This design comes from an exercise in tuning for small area, a short achievable clock period and few clock cycles on the open sky130 flow, not from production work. At most, simulation tests tie the RTL to the original design; equivalence was not proved.

==> flow/design.v (excerpt) <==
module resolve_core (
    input  wire        clk,
    input  wire        rst,             
    input  wire        start,
    input  wire [9:0]  cand_lag,
    input  wire [9:0]  lag_min,
    input  wire [9:0]  max_dist,
    input  wire [7:0]  subthr_pct,
    output reg         busy,
    output reg  [9:0]  dt_addr,
    input  wire [9:0]  dt_data,
    output reg         done,
    output reg         err,
    output reg  [9:0]  corr_lag,
    output reg  [9:0]  divisor
);
    localparam PH_IDLE = 2'd0;
    localparam PH_DIVD = 2'd1;
    localparam PH_DIVT = 2'd2;
    localparam PH_RUN  = 2'd3;
    localparam T_NONE = 2'd0;
    localparam T_K1   = 2'd1;       
    localparam T_KW   = 2'd2;       
    reg [1:0]  ph;
    reg        kmode;               
    reg [9:0]  c_r;
    reg [11:0] th_t;
    reg [6:0]  th_r;
    reg [2:0]  mcnt;
    reg [9:0]  wdm1;
    reg [9:0]  wim1;
    reg [11:0] wr;
    reg [11:0] wb;                  
    reg [2:0]  ul;                  
    reg [12:0] ds;                  
    reg        ucont;               
    reg [2:0]  lp;                  
    reg [1:0]  ta_kind, tb_kind;
    reg        ta_last, tb_last;
    reg [9:0]  tb_dm1, tb_im1;
    reg [10:0] tb_r;
    reg [9:0]  kn;                  
    function ge_c10;                
        input [9:0] x;
        input [9:0] k;
        integer j;
        reg r;
        begin
            r = 1'b1;
  ...
Size in the first run: about 2,400 cells after synthesis, ~180 flip-flops, roughly 84 I/O pins.
clock: 10.0 ns
lec_check: 0
abc_clock_period_in_ps: 4000
cap_margin: 20
core_margin: 2
core_utilization: 50
setup_slack_margin: 5
slew_margin: 20
tns_end_percent: 100
run.sh (not shown) runs the stock make flow with config.mk's settings and CLKGATE_MAP_FILE= SYNTH_SCRIPT=/design/flow/synth_recipe.tcl, a recipe that flattens the netlist after the stock synthesis.
Testbench counts at the start, summed over its fixed seeds: cycles 9,323.
Rerun with:
--- a/flow/design.v
+++ b/flow/design.v
@@ -147,21 +147,21 @@
             4'b1100: begin lo_a = 3'd3; lo_b = 3'd4; end
             4'b1101: begin lo_a = 3'd4; lo_b = 3'd5; end
             4'b1110: begin lo_a = 3'd5; lo_b = 3'd6; end
             default: begin lo_a = 3'd6; lo_b = 3'd7; end
         endcase
     end
     wire [9:0]  im1_nx  = {lo_a[2] ? bh1 : bm0[9:2], lo_a[1:0]};
     wire [9:0]  i_nx    = {lo_b[2] ? bh1 : bm0[9:2], lo_b[1:0]};
     wire [2:0]  lq = (|u_q[9:8]) ? 3'd4 : (|u_q[7:6]) ? 3'd3 : (|u_q[5:4]) ? 3'd2 :
                      (|u_q[3:2]) ? 3'd1 : 3'd0;
-    wire [9:0] md   = max_dist;            
+    wire [9:0] md   = tb_r[9:0];
     wire [10:1] mg;
     genvar gi;
     generate
         for (gi = 1; gi <= 10; gi = gi + 1) begin : g_md
             assign mg[gi] = ge_c10(md, gi * 100);
         end
     endgenerate
     wire [3:0] md_a = mg[10] ? 4'd10 : mg[9] ? 4'd9 : mg[8] ? 4'd8 : mg[7] ? 4'd7 :
                       mg[6] ? 4'd6 : mg[5] ? 4'd5 : mg[4] ? 4'd4 : mg[3] ? 4'd3 :
                       mg[2] ? 4'd2 : mg[1] ? 4'd1 : 4'd0;
@@ -207,40 +207,41 @@
     wire flush_k1 = in_run && b_k1 && !is_weak && !b_d2;
     wire fail_kw  = in_run && b_kw && is_weak;
     wire end_k1   = b_k1 && b_d2;
     wire end_kw   = b_kw && !is_weak && tb_last;
     wire end_run  = in_run && (end_k1 || end_kw);
     wire w_ge3    = |wdm1[9:1];
     wire flow_go  = in_run && !kmode && w_ge3 && !flush_k1 && !end_run;
     wire issue_kw = in_run && kmode && !fail_kw && !end_kw && (kn != 10'd0);
     wire tb_upd   = in_run && !kmode && !flush_k1;
     wire thr_ok   = (mcnt >= 3'd3);
-    wire d64 = (lag_min[9:4] == 6'd0) && (cand_lag >= {lag_min[3:0], 6'd0});
-    wire d16 = (lag_min[9:6] == 4'd0) && (cand_lag >= {lag_min[5:0], 4'd0});
     wire        step_done = !ovf && (ul == 3'd0);
     wire [9:0]  sh_dm1 = fail_kw ? tb_dm1 : (step_done ? wdm1 - 10'd1 : wdm1);
     wire [2:0]  sh_l   = fail_kw ? lp : (ovf ? ul + 3'd1 : ((ul != 3'd0) ? ul - 3'd1 : lq));
     wire [12:0] ds_var = den_sh(sh_dm1, sh_l);
     always @(posedge clk) begin
         if (rst) begin
             ph <= PH_IDLE; kmode <= 1'b0;
             busy <= 1'b0; done <= 1'b0; err <= 1'b0;
             corr_lag <= 10'd0; divisor <= 10'd0; dt_addr <= 10'd0;
             c_r <= 10'd0; th_t <= 12'd0; th_r <= 7'd0; mcnt <= 3'd7;
             wdm1 <= 10'd0; wim1 <= 10'd0; wr <= 12'd0; wb <= 12'd0;
             ul <= 3'd0; ucont <= 1'b0; lp <= 3'd0; ds <= 13'd0;
             ta_kind <= T_NONE; tb_kind <= T_NONE; ta_last <= 1'b0; tb_last <= 1'b0;
             tb_dm1 <= 10'd0; tb_im1 <= 10'd0; tb_r <= 11'd0;
             kn <= 10'd0;
         end else begin
             done <= 1'b0;
-            if (mcnt != 3'd0 && mcnt <= 3'd4) begin
+            if (mcnt == 3'd0) begin
+                tb_r <= {md_a, md_b[6:0]};
+                mcnt <= 3'd1;
+            end else if (mcnt <= 3'd4) begin
                 th_t   <= tt_n;
                 th_r   <= tr_n[6:0];
                 tb_im1 <= {tb_im1[7:0], 2'b00};
                 mcnt   <= mcnt + 3'd1;
             end
             tb_kind <= (flush_k1 || fail_kw || end_run) ? T_NONE : ta_kind;
             tb_last <= ta_last;
             if (tb_upd) begin
                 tb_dm1 <= wdm1;
                 tb_im1 <= wim1;
@@ -252,30 +253,30 @@
                 PH_IDLE: begin
                     if (start) begin
                         if (lag_min == 10'd0) begin
                             done <= 1'b1;
                             err  <= 1'b1;
                         end else begin
                             busy   <= 1'b1;
                             err    <= 1'b0;
                             c_r    <= cand_lag;
                             tb_im1 <= {2'b0, subthr_pct};
-                            tb_r   <= {md_a, md_b[6:0]};
+                            tb_r   <= {1'b0, max_dist};
                             th_t   <= 12'd0;
                             th_r   <= 7'd0;
-                            mcnt   <= 3'd1;
+                            mcnt   <= 3'd0;
                             wdm1   <= lag_min;
                             wim1   <= lag_min - 10'd1;
                             wr     <= {1'b0, cand_lag, 1'b0};
                             wb     <= 12'd0;
-                            ul     <= d64 ? 3'd3 : (d16 ? 3'd2 : 3'd1);
-                            ds     <= d64 ? den_sh(lag_min, 3'd3) : (d16 ? den_sh(lag_min, 3'd2) : den_sh(lag_min, 3'd1));
+                            ul     <= 3'd2;
+                            ds     <= den_sh(lag_min, 3'd2);
                             kn     <= 10'd0;
                             ucont  <= 1'b1;
                             kmode  <= 1'b0;
                             lp     <= 3'd0;
                             ph     <= PH_DIVD;
                         end
                     end
                 end
                 PH_DIVD: begin
                     if (ovf) begin
=> Cell area rises by 1.2%. Non-clock buffer count rises by 40. Hold slack stays flat. Final cell count barely changes. Routed wire length rises by 2.4%. Global-route usage rises by 0.25 points.
Only the layout flow was run in the second run of this note; the RTL was not checked for function there.


== run A ==
Another version of the RTL of resolve_core (not shown whole).
Size: ~2500 cells after synthesis, roughly 84 I/O pins.
export LEC_CHECK = 0
export ABC_CLOCK_PERIOD_IN_PS = 4000
export CAP_MARGIN = 20
export CORE_MARGIN = 2
export CORE_UTILIZATION = 50
export SETUP_SLACK_MARGIN = 5
export SLEW_MARGIN = 20
export TNS_END_PERCENT = 100
create_clock -name core_clock -period 10.0 [get_ports {clk}]
Changes in run B relative to run A:
--- a/flow/design.v
+++ b/flow/design.v
@@ -172,38 +172,39 @@
             4'd3: md_h = 10'd300;  4'd4: md_h = 10'd400;  4'd5: md_h = 10'd500;
             4'd6: md_h = 10'd600;  4'd7: md_h = 10'd700;  4'd8: md_h = 10'd800;
             4'd9: md_h = 10'd900;  default: md_h = 10'd1000;
         endcase
     end
     wire [9:0] md_b = md - md_h;
     wire [1:0] tg   = tb_im1[7:6];
     wire [6:0] t_b  = tb_r[6:0];
     wire [3:0] t_a  = tb_r[10:7];
     wire [9:0] tp   = {1'b0, th_r, 2'b00} + (tg[1] ? {2'b0, t_b, 1'b0} : 10'd0)
                                          + (tg[0] ? {3'b0, t_b} : 10'd0);
-    wire [10:0] tpd1 = {1'b0, tp} - 11'd100;
-    wire [10:0] tpd2 = {1'b0, tp} - 11'd200;
-    wire [10:0] tpd3 = {1'b0, tp} - 11'd300;
-    wire [10:0] tpd4 = {1'b0, tp} - 11'd400;
-    wire [10:0] tpd5 = {1'b0, tp} - 11'd500;
-    wire [10:0] tpd6 = {1'b0, tp} - 11'd600;
-    wire [6:1] tgk = {!tpd6[10], !tpd5[10], !tpd4[10], !tpd3[10], !tpd2[10], !tpd1[10]};
+    wire [6:1] tgk;
+    generate
+        for (gi = 1; gi <= 6; gi = gi + 1) begin : g_tk
+            assign tgk[gi] = ge_c10(tp, gi * 100);
+        end
+    endgenerate
     wire [2:0] tk   = {tgk[4], (tgk[2] && !tgk[4]) || tgk[6],
                        (tgk[1] && !tgk[2]) || (tgk[3] && !tgk[4]) || (tgk[5] && !tgk[6])};
-    wire [6:0] tr_n = ({7{tgk[6]}}             & tpd6[6:0])
-                    | ({7{tgk[5] && !tgk[6]}}  & tpd5[6:0])
-                    | ({7{tgk[4] && !tgk[5]}}  & tpd4[6:0])
-                    | ({7{tgk[3] && !tgk[4]}}  & tpd3[6:0])
-                    | ({7{tgk[2] && !tgk[3]}}  & tpd2[6:0])
-                    | ({7{tgk[1] && !tgk[2]}}  & tpd1[6:0])
-                    | ({7{!tgk[1]}}            & tp[6:0]);
+    reg  [9:0] tk_h;
+    always @* begin
+        case (tk)
+            3'd0: tk_h = 10'd0;    3'd1: tk_h = 10'd100;  3'd2: tk_h = 10'd200;
+            3'd3: tk_h = 10'd300;  3'd4: tk_h = 10'd400;  3'd5: tk_h = 10'd500;
+            default: tk_h = 10'd600;
+        endcase
+    end
+    wire [9:0]  tr_n = tp - tk_h;
     wire [11:0] tbase  = {th_t[9:0], 2'b00} + ((tg[1] ? {7'd0, t_a, 1'b0} : 12'd0) + (tg[0] ? {8'd0, t_a} : 12'd0));
     wire [8:0]  tbase1 = tbase[11:3] + 9'd1;
     reg  [3:0]  tlo;
     always @* begin
         case ({tbase[2:0], tk})
             6'd0: tlo = 4'd0; 6'd1: tlo = 4'd1; 6'd2: tlo = 4'd2; 6'd3: tlo = 4'd3;
             6'd4: tlo = 4'd4; 6'd5: tlo = 4'd5; 6'd6: tlo = 4'd6; 6'd7: tlo = 4'd7;
             6'd8: tlo = 4'd1; 6'd9: tlo = 4'd2; 6'd10: tlo = 4'd3; 6'd11: tlo = 4'd4;
             6'd12: tlo = 4'd5; 6'd13: tlo = 4'd6; 6'd14: tlo = 4'd7; 6'd15: tlo = 4'd8;
             6'd16: tlo = 4'd2; 6'd17: tlo = 4'd3; 6'd18: tlo = 4'd4; 6'd19: tlo = 4'd5;
             6'd20: tlo = 4'd6; 6'd21: tlo = 4'd7; 6'd22: tlo = 4'd8; 6'd23: tlo = 4'd9;
@@ -248,23 +249,23 @@
             corr_lag <= 10'd0; divisor <= 10'd0; dt_addr <= 10'd0;
             c_r <= 10'd0; th_t <= 12'd0; th_r <= 7'd0; mcnt <= 3'd7;
             wdm1 <= 10'd0; wim1 <= 10'd0; wr <= 12'd0; wb <= 12'd0;
             ul <= 3'd0; ucont <= 1'b0; lp <= 3'd0; ds <= 13'd0;
             ta_kind <= T_NONE; tb_kind <= T_NONE; ta_last <= 1'b0; tb_last <= 1'b0;
             tb_dm1 <= 10'd0; tb_im1 <= 10'd0; tb_r <= 11'd0;
             kn <= 10'd0;
         end else begin
             done <= 1'b0;
             if (mcnt != 3'd0 && mcnt <= 3'd4) begin
                 th_t   <= tt_n;
-                th_r   <= tr_n;
+                th_r   <= tr_n[6:0];
                 tb_im1 <= {tb_im1[7:0], 2'b00};
                 mcnt   <= mcnt + 3'd1;
             end
             tb_kind <= (flush_k1 || fail_kw || end_run) ? T_NONE : ta_kind;
             tb_last <= ta_last;
             if (tb_upd) begin
                 tb_dm1 <= wdm1;
                 tb_im1 <= wim1;
                 tb_r   <= wr[10:0];
             end
             ta_kind <= T_NONE;
==> comparison <==
Summary of run B over run A: worst setup slack now smaller, count of buffers not belonging to the clock network in the layout now smaller.
Wire: run B routes less than run A
The endpoint of the worst setup timing path comes out wb[9]$_SDFFE_PP0P_ in one run and th_r[6]$_SDFF_PP0_ in the other, namely in run A and run B respectively.
Of run B and run A, the lower die boundary width belongs to run B.
Function was not checked in any run of this note: the RTL went through the layout flow alone.

## what the ideal ports hide
Ports are ideal in the flow. The routed layouts listed here were re-timed in OpenROAD. Step 1 (the two cells are an assumption about what drives the block):
set clk [get_ports {clk}]
set_driving_cell -lib_cell sky130_fd_sc_hd__clkbuf_16 $clk
set_driving_cell -lib_cell sky130_fd_sc_hd__buf_2 [delete_from_list [all_inputs] $clk]
Step 2 adds t to the input delays and takes it off the output delays; t is the mean of the earliest and latest rising clock arrival at the registers after step 1. Input paths then give back, and output paths get back, about the clock's delay inside the block. a / b / c = ideal / step 1 / step 2; a / b = the first two.
run | t (ns) | setup WS [ns] | worst hold slack (ns)
the first run of note 1 | 0.500 | 4.829 / 4.829 / 4.615 | 0.431 / 0.431 / 0.431
the second run of note 1 | 0.510 | 4.644 / 4.644 / 4.575 | 0.433 / 0.433 / 0.433
run A | 0.512 | 4.980 / 4.980 / 4.536 | 0.445 / 0.445 / 0.445
run B | 0.521 | 4.912 / 4.912 / 4.504 | 0.450 / 0.450 / 0.450
After both steps setup and hold are still met in every run listed. The setup slack of run A, which loses most, moves by 0.000 ns with the drivers and by -0.444 ns with both steps.
